Background: an optimization exercise with open tools, aiming at small area. Do not read the settings as production practice. Only simulation tests tie the RTL to the original design; equivalence was not proved. Power figures rest on the tool's default switching activity, not on a simulated workload.

==> flow/design.v <==
module packed_12bit_deserializer (
    input  wire        clk,
    input  wire        rst,
    input  wire        start,
    input  wire        in_valid,
    input  wire [8:0]  in_data,
    output wire        in_ready,
    output wire        busy,
    output wire        done,
    output wire        err,
    output wire        ok,
    input  wire [3:0]  reg_addr,
    output reg  [31:0] reg_rdata,
    output reg         wr_en,
    output reg  [31:0] wr_addr,
    output reg  [15:0] wr_row,
    output reg  [15:0] wr_col,
    output reg  [15:0] wr_data
);
    localparam [2:0] ST_IDLE    = 3'd0,
                     ST_HEADER  = 3'd1,
                     ST_PAYLOAD = 3'd2,
                     ST_DRAIN   = 3'd3,
                     ST_DONE    = 3'd4;
    localparam [2:0] ERR_NONE  = 3'd0,
                     ERR_TRUNC = 3'd1,
                     ERR_MAGIC = 3'd2,
                     ERR_FMT   = 3'd3,
                     ERR_SHAPE = 3'd4;
    localparam [7:0] HDR_LEN  = 8'd164;
    localparam [7:0] FMT_CODE = 8'd9;
    reg  [2:0]  st;
    reg  [7:0]  hcnt;
    reg  [1:0]  ph;
    reg  [7:0]  magic0, magic1, magic2, magic3;
    reg  [7:0]  pixfmt;
    reg  [15:0] width;
    reg  [15:0] height;
    reg         hdrv;
    reg  [31:0] expect_r;
    reg  [7:0]  b0, b1;
    reg  [31:0] scnt;
    reg  [15:0] row;
    reg  [15:0] col;
    reg  [2:0]  errc;
    reg         pend;
    reg  [11:0] pend_data;
    assign busy     = (st == ST_HEADER) || (st == ST_PAYLOAD) || (st == ST_DRAIN);
    assign in_ready = busy && !pend;
    assign done     = (st == ST_DONE);
    assign err      = (errc != ERR_NONE);
    assign ok       = (st == ST_DONE) && (errc == ERR_NONE);
    wire       xfer   = in_valid && in_ready && !start;
    wire       is_end = in_data[8];
    wire [7:0] byte_in = in_data[7:0];
    wire magic_ok = (magic0 == 8'h43) && (magic1 == 8'h4D) &&
                    (magic2 == 8'h56) && (magic3 == 8'h69);
    wire fmt_ok   = (pixfmt == FMT_CODE);
    wire [11:0] s0 = {b1[3:0], b0};
    wire [11:0] s1 = {byte_in, b1[7:4]};
    wire        emit      = pend || (xfer && !is_end && st == ST_PAYLOAD && ph == 2'd2);
    wire [11:0] emit_data = pend ? pend_data : s0;
    wire        place     = emit && (scnt < expect_r);
    always @(posedge clk) begin
        wr_en <= 1'b0;
        if (rst) begin
            st        <= ST_IDLE;
            hcnt      <= 8'd0;
            ph        <= 2'd0;
            magic0    <= 8'd0;
            magic1    <= 8'd0;
            magic2    <= 8'd0;
            magic3    <= 8'd0;
            pixfmt    <= 8'd0;
            width     <= 16'd0;
            height    <= 16'd0;
            hdrv      <= 1'b0;
            expect_r  <= 32'd0;
            b0        <= 8'd0;
            b1        <= 8'd0;
            scnt      <= 32'd0;
            row       <= 16'd0;
            col       <= 16'd0;
            errc      <= ERR_NONE;
            pend      <= 1'b0;
            pend_data <= 12'd0;
            wr_addr   <= 32'd0;
            wr_row    <= 16'd0;
            wr_col    <= 16'd0;
            wr_data   <= 16'd0;
        end else if (start && (st == ST_IDLE || st == ST_DONE)) begin
            st        <= ST_HEADER;
            hcnt      <= 8'd0;
            ph        <= 2'd0;
            magic0    <= 8'd0;
            magic1    <= 8'd0;
            magic2    <= 8'd0;
            magic3    <= 8'd0;
            pixfmt    <= 8'd0;
            width     <= 16'd0;
            height    <= 16'd0;
            hdrv      <= 1'b0;
            expect_r  <= 32'd0;
            b0        <= 8'd0;
            b1        <= 8'd0;
            scnt      <= 32'd0;
            row       <= 16'd0;
            col       <= 16'd0;
            errc      <= ERR_NONE;
        end else begin
            if (emit) begin
                if (place) begin
                    wr_en   <= 1'b1;
                    wr_addr <= scnt;
                    wr_row  <= row;
                    wr_col  <= col;
                    wr_data <= {4'd0, emit_data};
                    if (col == width - 16'd1) begin
                        col <= 16'd0;
                        row <= row + 16'd1;
                    end else begin
                        col <= col + 16'd1;
                    end
                end
                if (scnt != 32'hFFFF_FFFF)
                    scnt <= scnt + 32'd1;
            end
            if (pend)
                pend <= 1'b0;
            if (xfer) begin
                case (st)
                    ST_HEADER: begin
                        if (is_end) begin
                            errc <= ERR_TRUNC;
                            st   <= ST_DONE;
                        end else begin
                            case (hcnt)
                                8'd0:  magic0        <= byte_in;
                                8'd1:  magic1        <= byte_in;
                                8'd2:  magic2        <= byte_in;
                                8'd3:  magic3        <= byte_in;
                                8'd4:  pixfmt        <= byte_in;
                                8'd8:  width[7:0]    <= byte_in;
                                8'd9:  width[15:8]   <= byte_in;
                                8'd10: height[7:0]   <= byte_in;
                                8'd11: height[15:8]  <= byte_in;
                                default: ;
                            endcase
                            hcnt <= hcnt + 8'd1;
                            if (hcnt == HDR_LEN - 8'd1) begin
                                if (!magic_ok) begin
                                    errc <= ERR_MAGIC;
                                    st   <= ST_DRAIN;
                                end else if (!fmt_ok) begin
                                    errc <= ERR_FMT;
                                    st   <= ST_DRAIN;
                                end else begin
                                    hdrv   <= 1'b1;
                                    expect_r <= width * height;
                                    st     <= ST_PAYLOAD;
                                end
                            end
                        end
                    end
                    ST_PAYLOAD: begin
                        if (is_end) begin
                            if (scnt != expect_r)
                                errc <= ERR_SHAPE;
                            st <= ST_DONE;
                        end else begin
                            case (ph)
                                2'd0: begin
                                    b0 <= byte_in;
                                    ph <= 2'd1;
                                end
                                2'd1: begin
                                    b1 <= byte_in;
                                    ph <= 2'd2;
                                end
                                default: begin
                                    pend      <= 1'b1;
                                    pend_data <= s1;
                                    ph        <= 2'd0;
                                end
                            endcase
                        end
                    end
                    ST_DRAIN: begin
                        if (is_end)
                            st <= ST_DONE;
                    end
                    default: ;
                endcase
            end
        end
    end
    always @(*) begin
        case (reg_addr)
            4'd0:    reg_rdata = {23'd0, hdrv, 1'b0, errc, 1'b0, st};
            4'd1:    reg_rdata = {magic3, magic2, magic1, magic0};
            4'd2:    reg_rdata = {24'd0, pixfmt};
            4'd3:    reg_rdata = {16'd0, width};
            4'd4:    reg_rdata = {16'd0, height};
            4'd5:    reg_rdata = expect_r;
            4'd6:    reg_rdata = scnt;
            4'd7:    reg_rdata = {24'd0, hcnt};
            default: reg_rdata = 32'd0;
        endcase
    end
endmodule
==> flow/run.sh <==
#!/bin/bash
# synth_recipe.tcl (not shown) runs the flow's synth.tcl, then flattens the netlist and writes it again
# the make line also repeats each setting of config.mk as NAME=value (left out here)
make -C /OpenROAD-flow-scripts/flow DESIGN_CONFIG=/design/flow/config.mk WORK_HOME=/design/flow/orfs CLKGATE_MAP_FILE= SYNTH_SCRIPT=/design/flow/synth_recipe.tcl finish
==> flow/config.mk <==
export PLATFORM = sky130hd
export DESIGN_NAME = packed_12bit_deserializer
export DESIGN_NICKNAME = packed_12bit_deserializer
export VERILOG_FILES = /design/flow/design.v
export SDC_FILE = /design/flow/constraint.sdc
export NUM_CORES = 4
export LEC_CHECK = 0
export CAP_MARGIN = 20
export CORE_MARGIN = 2
export CORE_UTILIZATION = 40
export SLEW_MARGIN = 20
==> flow/constraint.sdc <==
create_clock -name core_clock -period 10.0 [get_ports {clk}]
set_input_delay 2.0000 -clock core_clock [delete_from_list [all_inputs] [get_ports {clk}]]
set_output_delay 2.0000 -clock core_clock [all_outputs]
set_load 0.01 [all_outputs]
==> notes.md <==
outcome finished clean; HP Start wr_row[12]; Post-Route WL just under 70000 um; Power, Total about 2.5 mW; Int Power 1.96 mW; pin count of the biggest net entering global routing 92; unrepaired setup endpoints after global routing false; syn_area_per_cell between 8 and 9 um^2; die area between 50000 and 60000 um^2; Max Fclk between 100 and 150 MHz; WL per Instance 19.4 um; port buffer count 130; Ys Warns 1; # hold bufs at CTS 0; Final Hold Vio Count 0; DRC marker count from the first detailed-route iteration about 1.6k; Area growth syn-to-layout 13.5%; vias in the first global route about 19k; Final TNS setup 0 ns; first-pass GRT wire length 106000 um; Yosys cell types 80; Pre-antenna DRT Iters 8; PwrDens between 90 and 100 nW/um^2; Logic pwr share 0.033; ys flop type dfxtp_1; Crit. End Element flip-flop; DIE WIDTH about 240 um; FF-to-FF End expect_r[26]; worst-skew pair later-pin latency between 0.5 and 0.6 ns; Worst Hold Depth 2; VDD IR max about 0.13 mV; Area contributors post-synth dfxtp_1, fa_1, ha_1; sequential fraction of design power 0.456; Final setup violation count 0; Mapped Area ~22000 um^2; Multi-input gate area between 10000 and 15000 um^2; EDFF count, synth 0; asr flop ratio synth 0; Worst Path Arrival 7.67 ns; Syn Inst Count 2668; Crit Path Class flip-flop to flip-flop; final cell utilization of the core 0.461; Max FO, Critical Path 18; most common cell after layout, fill and taps aside nand2_1; root buffer cell clkbuf_16; initial core utilization 0.407; CTS H-tree lvls 1; DRC errors left 0; Psw 586 uW; leakage roughly 11 nW; Worst Setup Start Kind flip-flop; CTS tree yes; crit path time final 7.13 ns; via/cell ratio around 5.4; Reg area 5830 um^2; Final Skew 0.0182 ns; post-CTS resize count 0; Routed Antenna Nets 0; area leader, netlist dfxtp_1; core area 55300 um^2; final worst path period share 0.713; sw frac 0.230; fraction of layout cells with a size suffix above 1 0.0445; Die H around 240 um; Worst Hold Class flip-flop to flip-flop; crit path from height[2]; CTS max path bufs 3; CTS clk-pin slew, worst paths approximately 0.060 ns; FP Rows between 80 and 90; worst-margin pin slew 1.05 ns; fin nets 3051; antenna diode count 0; Worst Path Required 10.53 ns; slew margin rel. 0.303; most frequent cells in the layout nand2_1, dfxtp_1, inv_1; clock group share of total power 0.511; Post-DP HPWL 49100 um; sequential cell area fraction in the yosys report 0.259; grt ovf 0; Via Count around 19k; initial antenna violation count 0; Yosys reg bits about 290; post-CTS setup repair buffer count 0; R2R Setup Slk 2.87 ns; CTS Buf Count 30; Slew Viols, Final 0; RR Startpoint height[2]; worst reg2reg path depth 18; fill count approximately 5.4k; hold path endpoint wr_row[12]; io pins about 140; Yosys top cell area share 0.259; number of clock sinks 291; GRT Util Overall 0.233; maxcap violations 0; gpl congestion 0.893
[power by group through the flow]
stage	logic [mW]	clock network [mW]	registers [mW]
after floorplan	0.0501	0	1.19
after global placement	0.0818	0	1.19
after detailed placement	0.0820	0	1.19
after CTS	0.0822	1.32	1.16
after global routing	0.0880	1.37	1.16
final	0.0835	1.30	1.16
[critical path, cell delays in order (launching register included)]
cell and delay [ns]:
dfxtp_1 0.89, nand2_1 0.16, fa_1 0.53, fa_1 0.58, fa_1 0.46, fa_1 0.56
inv_1 0.05, fa_1 0.48, inv_1 0.05, fa_1 0.49, inv_1 0.05, ha_1 0.40
and3_1 0.25, nand3_1 0.09, or3_1 0.34, a221oi_1 0.88, o2111ai_1 0.22, a2111oi_0 0.45
a311o_1 0.16
[registers in the layout, summed over array words and instances, names as in the netlist, 2 cells and up]
register and flops:
b0 8, b1 8, col 16, errc 3, expect_r 32, hcnt 8
height 16, magic0 8, magic1 8, magic2 8, magic3 8, pend_data 12
ph 2, pixfmt 8, row 16, scnt 32, st 3, width 16
wr_addr 32, wr_col 16, wr_data 12, wr_row 16
[cells by family after synthesis]
logic type,after synthesis,share of synthesized area
DFF,291,0.259
other,1,0.000167
and+or+nand+nor,995,0.209
xor gates and xnor gates,95,0.0377
adders and majority gates,338,0.253
muxes,131,0.0584
AOI/OAI and AO/OA,356,0.103
buffers and inverters,461,0.0800
[cells in the mapped netlist, types with 45 or more instances]
library cell  count
nand2_1         382
dfxtp_1         291
inv_1           289
nor2_1          245
fa_1            194
a21oi_1         144
ha_1            144
clkbuf_1        137
and2_1          132
mux2i_1         130
xnor2_1          58
o21ai_0          50
nand3_1          45
[through the flow]
stage	instance area, um^2	hold slack, ns	cells	setup WS [ns]
after floorplan	22500	0.432	2671	3.73
after global placement	24300	0.444	3411	3.09
after detailed placement	24300	0.447	3411	2.96
after CTS	25500	0.456	3467	2.90
after global routing	25500	0.470	3468	2.40
final	25500	0.453	3468	2.87
[cell type report]
| type | count | area share |
|---|---|---|
| Sequential cell | 291 | 0.228 |
| Clock buffer | 37 | 0.0328 |
| Clock inverter | 19 | 0.0128 |
| Timing Repair Buffer | 165 | 0.0619 |
| Multi-Input combinational cell | 1919 | 0.585 |
| Tap cell | 748 | 0.0367 |
| Inverter | 289 | 0.0425 |
[how the worst max path moves through the flow]
stage	end	slack, ns	cells past startpoint
after global routing	expect_r[26]	2.40	18
after detailed placement	expect_r[26]	2.96	20
final	expect_r[26]	2.87	18
after global placement	reg_rdata[5]	3.09	7
after floorplan	expect_r[26]	3.73	20
after CTS	expect_r[26]	2.90	18
[per-layer routing]
layer  share of wire  GRT usage  wire, um
met5               0          0         0
met4           0.027     0.0632      1830
met3           0.072     0.0444      4870
met2            0.46      0.384     31300
met1            0.44      0.314     29400

-- what the ideal ports hide --
Ports are ideal in the flow. The routed layout listed here was re-timed in OpenROAD. Step 1: set_driving_cell puts a clkbuf_16 on clk and a buf_2 on each other input, an assumption about the parent block. Step 2 moves the port delays by t, midway between the first and last clock arrival at a register: inputs arrive t later, outputs are due t later. That takes back most of the time a late clock gives input paths. Three values: ideal ports, drivers, drivers and shift; two values: the first two.
t (ns): 0.637
slack for setup (ns): 2.866 / 2.866 / 2.866
worst register clock-pin slew, ns: 0.07 / 0.07
After both steps this run still meets setup and hold. The setup slack of this run moves by 0.000 ns with the drivers and by 0.000 ns with both steps.
